This design comes from an exercise in tuning for small area, a short achievable clock period and few clock cycles on the open sky130 flow, not from production work. In this exercise RTL edits were held to simulation tests only and were not proved equivalent to the original. Power and IR drop assume default switching activity.

Design ieee488_engine, start of the top module:
module ieee488_engine (
    input  wire       clk,
    input  wire       rst,           
    input  wire [4:0] cfg_address,   
    input  wire       atn_in,
    input  wire       dav_in,
    input  wire       ndac_in,
    input  wire       nrfd_in,
    input  wire       eoi_in,
    input  wire       ifc_in,
    input  wire [7:0] data_in,
    output reg        dav_drv,
    output reg        eoi_drv,
    output reg        ndac_drv,
    output reg        nrfd_drv,
    output wire [7:0] data_out,
    output wire       data_talk,     
    output wire       ctrl_talk,     
    output wire       ext_req,
    output wire [3:0] ext_op,
    output wire [3:0] ext_sa,
    output wire [7:0] ext_wdata,
    input  wire       ext_ack,
    input  wire       ext_ok,
    input  wire [7:0] ext_rdata,
    input  wire       ext_last,
    input  wire       ext_eoi,
    output wire [5:0] cmd_len,
    input  wire [4:0] cmd_raddr,
    output wire [7:0] cmd_rdata
);
Size in the first run: about 1100 cells after synthesis, roughly 310 flip-flops, ~83 I/O pins, roughly 0.013 sq mm of cells after synthesis.
export LEC_CHECK = 0
export CAP_MARGIN = 20
export CORE_MARGIN = 2
export CORE_UTILIZATION = 40
export SETUP_SLACK_MARGIN = 2.0
export SLEW_MARGIN = 20
export SYNTH_HIERARCHICAL = 1
export SYNTH_MINIMUM_KEEP_SIZE = 0
create_clock -name core_clock -period 5.0 [get_ports {clk}]
standard.sh (not shown) runs the stock make flow with config.mk's settings and CLKGATE_MAP_FILE= SYNTH_SCRIPT=/design/flow/synth_recipe.tcl, a recipe that flattens the netlist after the stock synthesis.
==> flow/flow/run.sh <==
#!/bin/bash
# The standard layout (the standard.sh: ORFS synthesis to final layout),
# with three changes to how the layout is made:
#  - the port buffers that global placement inserts on every input and output
#    are sky130_fd_sc_hd__buf_1 rather than the cell OpenROAD picks by itself
#    (the resizer still upsizes the ones on critical paths);
#  - clock tree synthesis builds the tree from clkbuf_4 with small sink
#    clusters and adds no dummy loads;
#  - the resizer may not use the slow low-power clock inverters (clkinvlp_*):
#    they are added to the platform's own don't-use cells.
set -euo pipefail
export BUFFER_PORTS_ARGS="-buffer_cell sky130_fd_sc_hd__buf_1"
export CTS_ARGS="-sink_clustering_enable -repair_clock_nets -sink_clustering_size 10 -sink_clustering_max_diameter 50 -buf_list sky130_fd_sc_hd__clkbuf_4 -dont_use_dummy_load"
PLATFORM_DONT_USE="sky130_fd_sc_hd__probe_p_8 sky130_fd_sc_hd__probec_p_8 sky130_fd_sc_hd__lpflow_bleeder_1 sky130_fd_sc_hd__lpflow_clkbufkapwr_1 sky130_fd_sc_hd__lpflow_clkbufkapwr_16 sky130_fd_sc_hd__lpflow_clkbufkapwr_2 sky130_fd_sc_hd__lpflow_clkbufkapwr_4 sky130_fd_sc_hd__lpflow_clkbufkapwr_8 sky130_fd_sc_hd__lpflow_clkinvkapwr_1 sky130_fd_sc_hd__lpflow_clkinvkapwr_16 sky130_fd_sc_hd__lpflow_clkinvkapwr_2 sky130_fd_sc_hd__lpflow_clkinvkapwr_4 sky130_fd_sc_hd__lpflow_clkinvkapwr_8 sky130_fd_sc_hd__lpflow_decapkapwr_12 sky130_fd_sc_hd__lpflow_decapkapwr_3 sky130_fd_sc_hd__lpflow_decapkapwr_4 sky130_fd_sc_hd__lpflow_decapkapwr_6 sky130_fd_sc_hd__lpflow_decapkapwr_8 sky130_fd_sc_hd__lpflow_inputiso0n_1 sky130_fd_sc_hd__lpflow_inputiso0p_1 sky130_fd_sc_hd__lpflow_inputiso1n_1 sky130_fd_sc_hd__lpflow_inputiso1p_1 sky130_fd_sc_hd__lpflow_inputisolatch_1 sky130_fd_sc_hd__lpflow_isobufsrc_1 sky130_fd_sc_hd__lpflow_isobufsrc_16 sky130_fd_sc_hd__lpflow_isobufsrc_2 sky130_fd_sc_hd__lpflow_isobufsrc_4 sky130_fd_sc_hd__lpflow_isobufsrc_8 sky130_fd_sc_hd__lpflow_isobufsrckapwr_16 sky130_fd_sc_hd__lpflow_lsbuf_lh_hl_isowell_tap_1 sky130_fd_sc_hd__lpflow_lsbuf_lh_hl_isowell_tap_2 sky130_fd_sc_hd__lpflow_lsbuf_lh_hl_isowell_tap_4 sky130_fd_sc_hd__lpflow_lsbuf_lh_isowell_4 sky130_fd_sc_hd__lpflow_lsbuf_lh_isowell_tap_1 sky130_fd_sc_hd__lpflow_lsbuf_lh_isowell_tap_2 sky130_fd_sc_hd__lpflow_lsbuf_lh_isowell_tap_4"
bash standard.sh "DONT_USE_CELLS=$PLATFORM_DONT_USE sky130_fd_sc_hd__clkinvlp_2 sky130_fd_sc_hd__clkinvlp_4" finish > standard.log 2>&1
Testbench counts at the start, summed over its fixed seeds: cycles 28,704.
Change:
==> flow/flow/run.sh (replaced) <==
#!/bin/bash
# The standard layout (the standard.sh: ORFS synthesis to final layout),
# with two changes to how the layout is made:
#  - the port buffers that global placement inserts on every input and output
#    are sky130_fd_sc_hd__buf_1 rather than the cell OpenROAD picks by itself
#    (the resizer still upsizes the ones on critical paths);
#  - clock tree synthesis builds the tree from clkbuf_4 with small sink
#    clusters and adds no dummy loads.
set -euo pipefail
export BUFFER_PORTS_ARGS="-buffer_cell sky130_fd_sc_hd__buf_1"
export CTS_ARGS="-sink_clustering_enable -repair_clock_nets -sink_clustering_size 10 -sink_clustering_max_diameter 50 -buf_list sky130_fd_sc_hd__clkbuf_4 -dont_use_dummy_load"
bash standard.sh > standard.log 2>&1
Effect:
- final area goes up slightly
- worst setup slack gets worse by 0.15 ns
- core utilization goes up by 0.26 points
- synthesized area does not change
- sequential cell count does not change
- global-route usage hardly moves
- total power goes up slightly
- non-clock buffer count goes up by 12
- synthesized cell count is unchanged
- cell count goes up slightly
- wire length goes up slightly
Change:
==> flow/run.sh (new file) <==
#!/bin/bash
# synth_recipe.tcl (not shown) runs the flow's synth.tcl, then flattens the netlist and writes it again
# the make line also repeats each setting of config.mk as NAME=value (left out here)
make -C /OpenROAD-flow-scripts/flow DESIGN_CONFIG=/design/flow/config.mk WORK_HOME=/design/flow/orfs CLKGATE_MAP_FILE= SYNTH_SCRIPT=/design/flow/synth_recipe.tcl finish
--- a/flow/config.mk
+++ b/flow/config.mk
@@ -10,0 +11,3 @@
+export CTS_BUF_LIST = sky130_fd_sc_hd__clkbuf_8
+export CTS_CLUSTER_DIAMETER = 60
+export CTS_CLUSTER_SIZE = 12
removed: flow/flow/run.sh
removed: flow/standard.sh
The changed run passed the timing, DRC and antenna checks.
Sequential power barely changes.
Hold slack loses 0.0036 ns.
Die area does not change.
Final area came out higher by a little under a tenth.
Core utilization came out higher by 3.3 points.
Count of clock-buffer cells in the layout came out lower by 8.
Change:
==> flow/flow/run.sh (new file) <==
#!/bin/bash
# The standard layout (the standard.sh: ORFS synthesis to final layout),
# with three changes to how the layout is made:
#  - the port buffers that global placement inserts on every input and output
#    are sky130_fd_sc_hd__buf_1 rather than the cell OpenROAD picks by itself
#    (the resizer still upsizes the ones on critical paths);
#  - clock tree synthesis builds the tree from clkbuf_4 with small sink
#    clusters and adds no dummy loads;
#  - the resizer may not use the slow low-power clock inverters (clkinvlp_*)
#    on data paths; they are added to the platform's don't-use cells.
set -euo pipefail
export BUFFER_PORTS_ARGS="-buffer_cell sky130_fd_sc_hd__buf_1"
export CTS_ARGS="-sink_clustering_enable -repair_clock_nets -sink_clustering_size 10 -sink_clustering_max_diameter 50 -buf_list sky130_fd_sc_hd__clkbuf_4 -dont_use_dummy_load"
export DONT_USE_CELLS="sky130_fd_sc_hd__clkinvlp_2 sky130_fd_sc_hd__clkinvlp_4"
bash standard.sh > standard.log 2>&1
==> flow/standard.sh (new file) <==
#!/bin/bash
# synth_recipe.tcl (not shown) runs the flow's synth.tcl, then flattens the netlist and writes it again
# the make line also repeats each setting of config.mk as NAME=value (left out here)
make -C /OpenROAD-flow-scripts/flow DESIGN_CONFIG=/design/flow/config.mk WORK_HOME=/design/flow/orfs CLKGATE_MAP_FILE= SYNTH_SCRIPT=/design/flow/synth_recipe.tcl "${@:-finish}"
--- a/flow/config.mk
+++ b/flow/config.mk
@@ -11,3 +10,0 @@
-export CTS_BUF_LIST = sky130_fd_sc_hd__clkbuf_8
-export CTS_CLUSTER_DIAMETER = 60
-export CTS_CLUSTER_SIZE = 12
removed: flow/run.sh
Core utilization is lower by 3.3 points. Cell area is lower by 6.7%. Global-route usage hardly moves. Total power is lower by 7.4%.
Change:
--- a/flow/flow/run.sh
+++ b/flow/flow/run.sh
@@ -3 +3 @@
-# with three changes to how the layout is made:
+# with these changes to how the layout is made:
@@ -9,2 +9,3 @@
-#  - the resizer may not use the slow low-power clock inverters (clkinvlp_*)
-#    on data paths; they are added to the platform's don't-use cells.
+#  - the resizer may not use the slow low-power clock inverters (clkinvlp_*),
+#    which are added to the platform's own don't-use cells, and its sizing
+#    may swap cells of different widths (MATCH_CELL_FOOTPRINT=0).
@@ -14,2 +15,2 @@
-export DONT_USE_CELLS="sky130_fd_sc_hd__clkinvlp_2 sky130_fd_sc_hd__clkinvlp_4"
-bash standard.sh > standard.log 2>&1
+PLATFORM_DONT_USE="sky130_fd_sc_hd__probe_p_8 sky130_fd_sc_hd__probec_p_8 sky130_fd_sc_hd__lpflow_bleeder_1 sky130_fd_sc_hd__lpflow_clkbufkapwr_1 sky130_fd_sc_hd__lpflow_clkbufkapwr_16 sky130_fd_sc_hd__lpflow_clkbufkapwr_2 sky130_fd_sc_hd__lpflow_clkbufkapwr_4 sky130_fd_sc_hd__lpflow_clkbufkapwr_8 sky130_fd_sc_hd__lpflow_clkinvkapwr_1 sky130_fd_sc_hd__lpflow_clkinvkapwr_16 sky130_fd_sc_hd__lpflow_clkinvkapwr_2 sky130_fd_sc_hd__lpflow_clkinvkapwr_4 sky130_fd_sc_hd__lpflow_clkinvkapwr_8 sky130_fd_sc_hd__lpflow_decapkapwr_12 sky130_fd_sc_hd__lpflow_decapkapwr_3 sky130_fd_sc_hd__lpflow_decapkapwr_4 sky130_fd_sc_hd__lpflow_decapkapwr_6 sky130_fd_sc_hd__lpflow_decapkapwr_8 sky130_fd_sc_hd__lpflow_inputiso0n_1 sky130_fd_sc_hd__lpflow_inputiso0p_1 sky130_fd_sc_hd__lpflow_inputiso1n_1 sky130_fd_sc_hd__lpflow_inputiso1p_1 sky130_fd_sc_hd__lpflow_inputisolatch_1 sky130_fd_sc_hd__lpflow_isobufsrc_1 sky130_fd_sc_hd__lpflow_isobufsrc_16 sky130_fd_sc_hd__lpflow_isobufsrc_2 sky130_fd_sc_hd__lpflow_isobufsrc_4 sky130_fd_sc_hd__lpflow_isobufsrc_8 sky130_fd_sc_hd__lpflow_isobufsrckapwr_16 sky130_fd_sc_hd__lpflow_lsbuf_lh_hl_isowell_tap_1 sky130_fd_sc_hd__lpflow_lsbuf_lh_hl_isowell_tap_2 sky130_fd_sc_hd__lpflow_lsbuf_lh_hl_isowell_tap_4 sky130_fd_sc_hd__lpflow_lsbuf_lh_isowell_4 sky130_fd_sc_hd__lpflow_lsbuf_lh_isowell_tap_1 sky130_fd_sc_hd__lpflow_lsbuf_lh_isowell_tap_2 sky130_fd_sc_hd__lpflow_lsbuf_lh_isowell_tap_4"
+bash standard.sh "DONT_USE_CELLS=$PLATFORM_DONT_USE sky130_fd_sc_hd__clkinvlp_2 sky130_fd_sc_hd__clkinvlp_4" MATCH_CELL_FOOTPRINT=0 finish > standard.log 2>&1
Synthesized area stays the same.
Core utilization drops by 0.28 points.
Design area drops by 0.60%.
Cell count drops by 0.77%.
Setup slack improved by 0.16 ns.
Sequential share of layout area climbs by 0.36 points.
Global-route usage barely changes.
Die area stays the same.
Non-clock buffer count drops by 13.
Clock skew is about the same.

[separate check: timing with driven ports]
The flow's constraints put no driver on any port. The routed layouts listed below were extracted and timed again, unchanged, in two steps.
Step 1 assumes that a clkbuf_16 drives the clock port and a buf_2 every other input.
Step 2 times the ports against the registers' clock, not the clock port: input delays grow and output delays shrink by t, the midpoint of the rising clock arrivals with the driver on.
Three values: ideal, step 1, step 2; two values: the first two.
run | t (ns) | setup slack, ns | worst slew at a driven data input, ns
the first run | 0.698 | 1.767 / 1.691 / 1.521 | 0.10
the second run | 0.703 | 1.617 / 1.510 / 1.493 | 0.11
the third run | 0.623 | 1.636 / 1.578 / 1.484 | 0.06
the fourth run | 0.703 | 1.617 / 1.510 / 1.493 | 0.11
the fifth run | 0.693 | 1.779 / 1.676 / 1.512 | 0.10
After both steps every run listed still meets setup and hold. For the fifth run, which loses most, drivers alone change the setup slack by -0.103 ns; drivers and shift together by -0.267 ns.
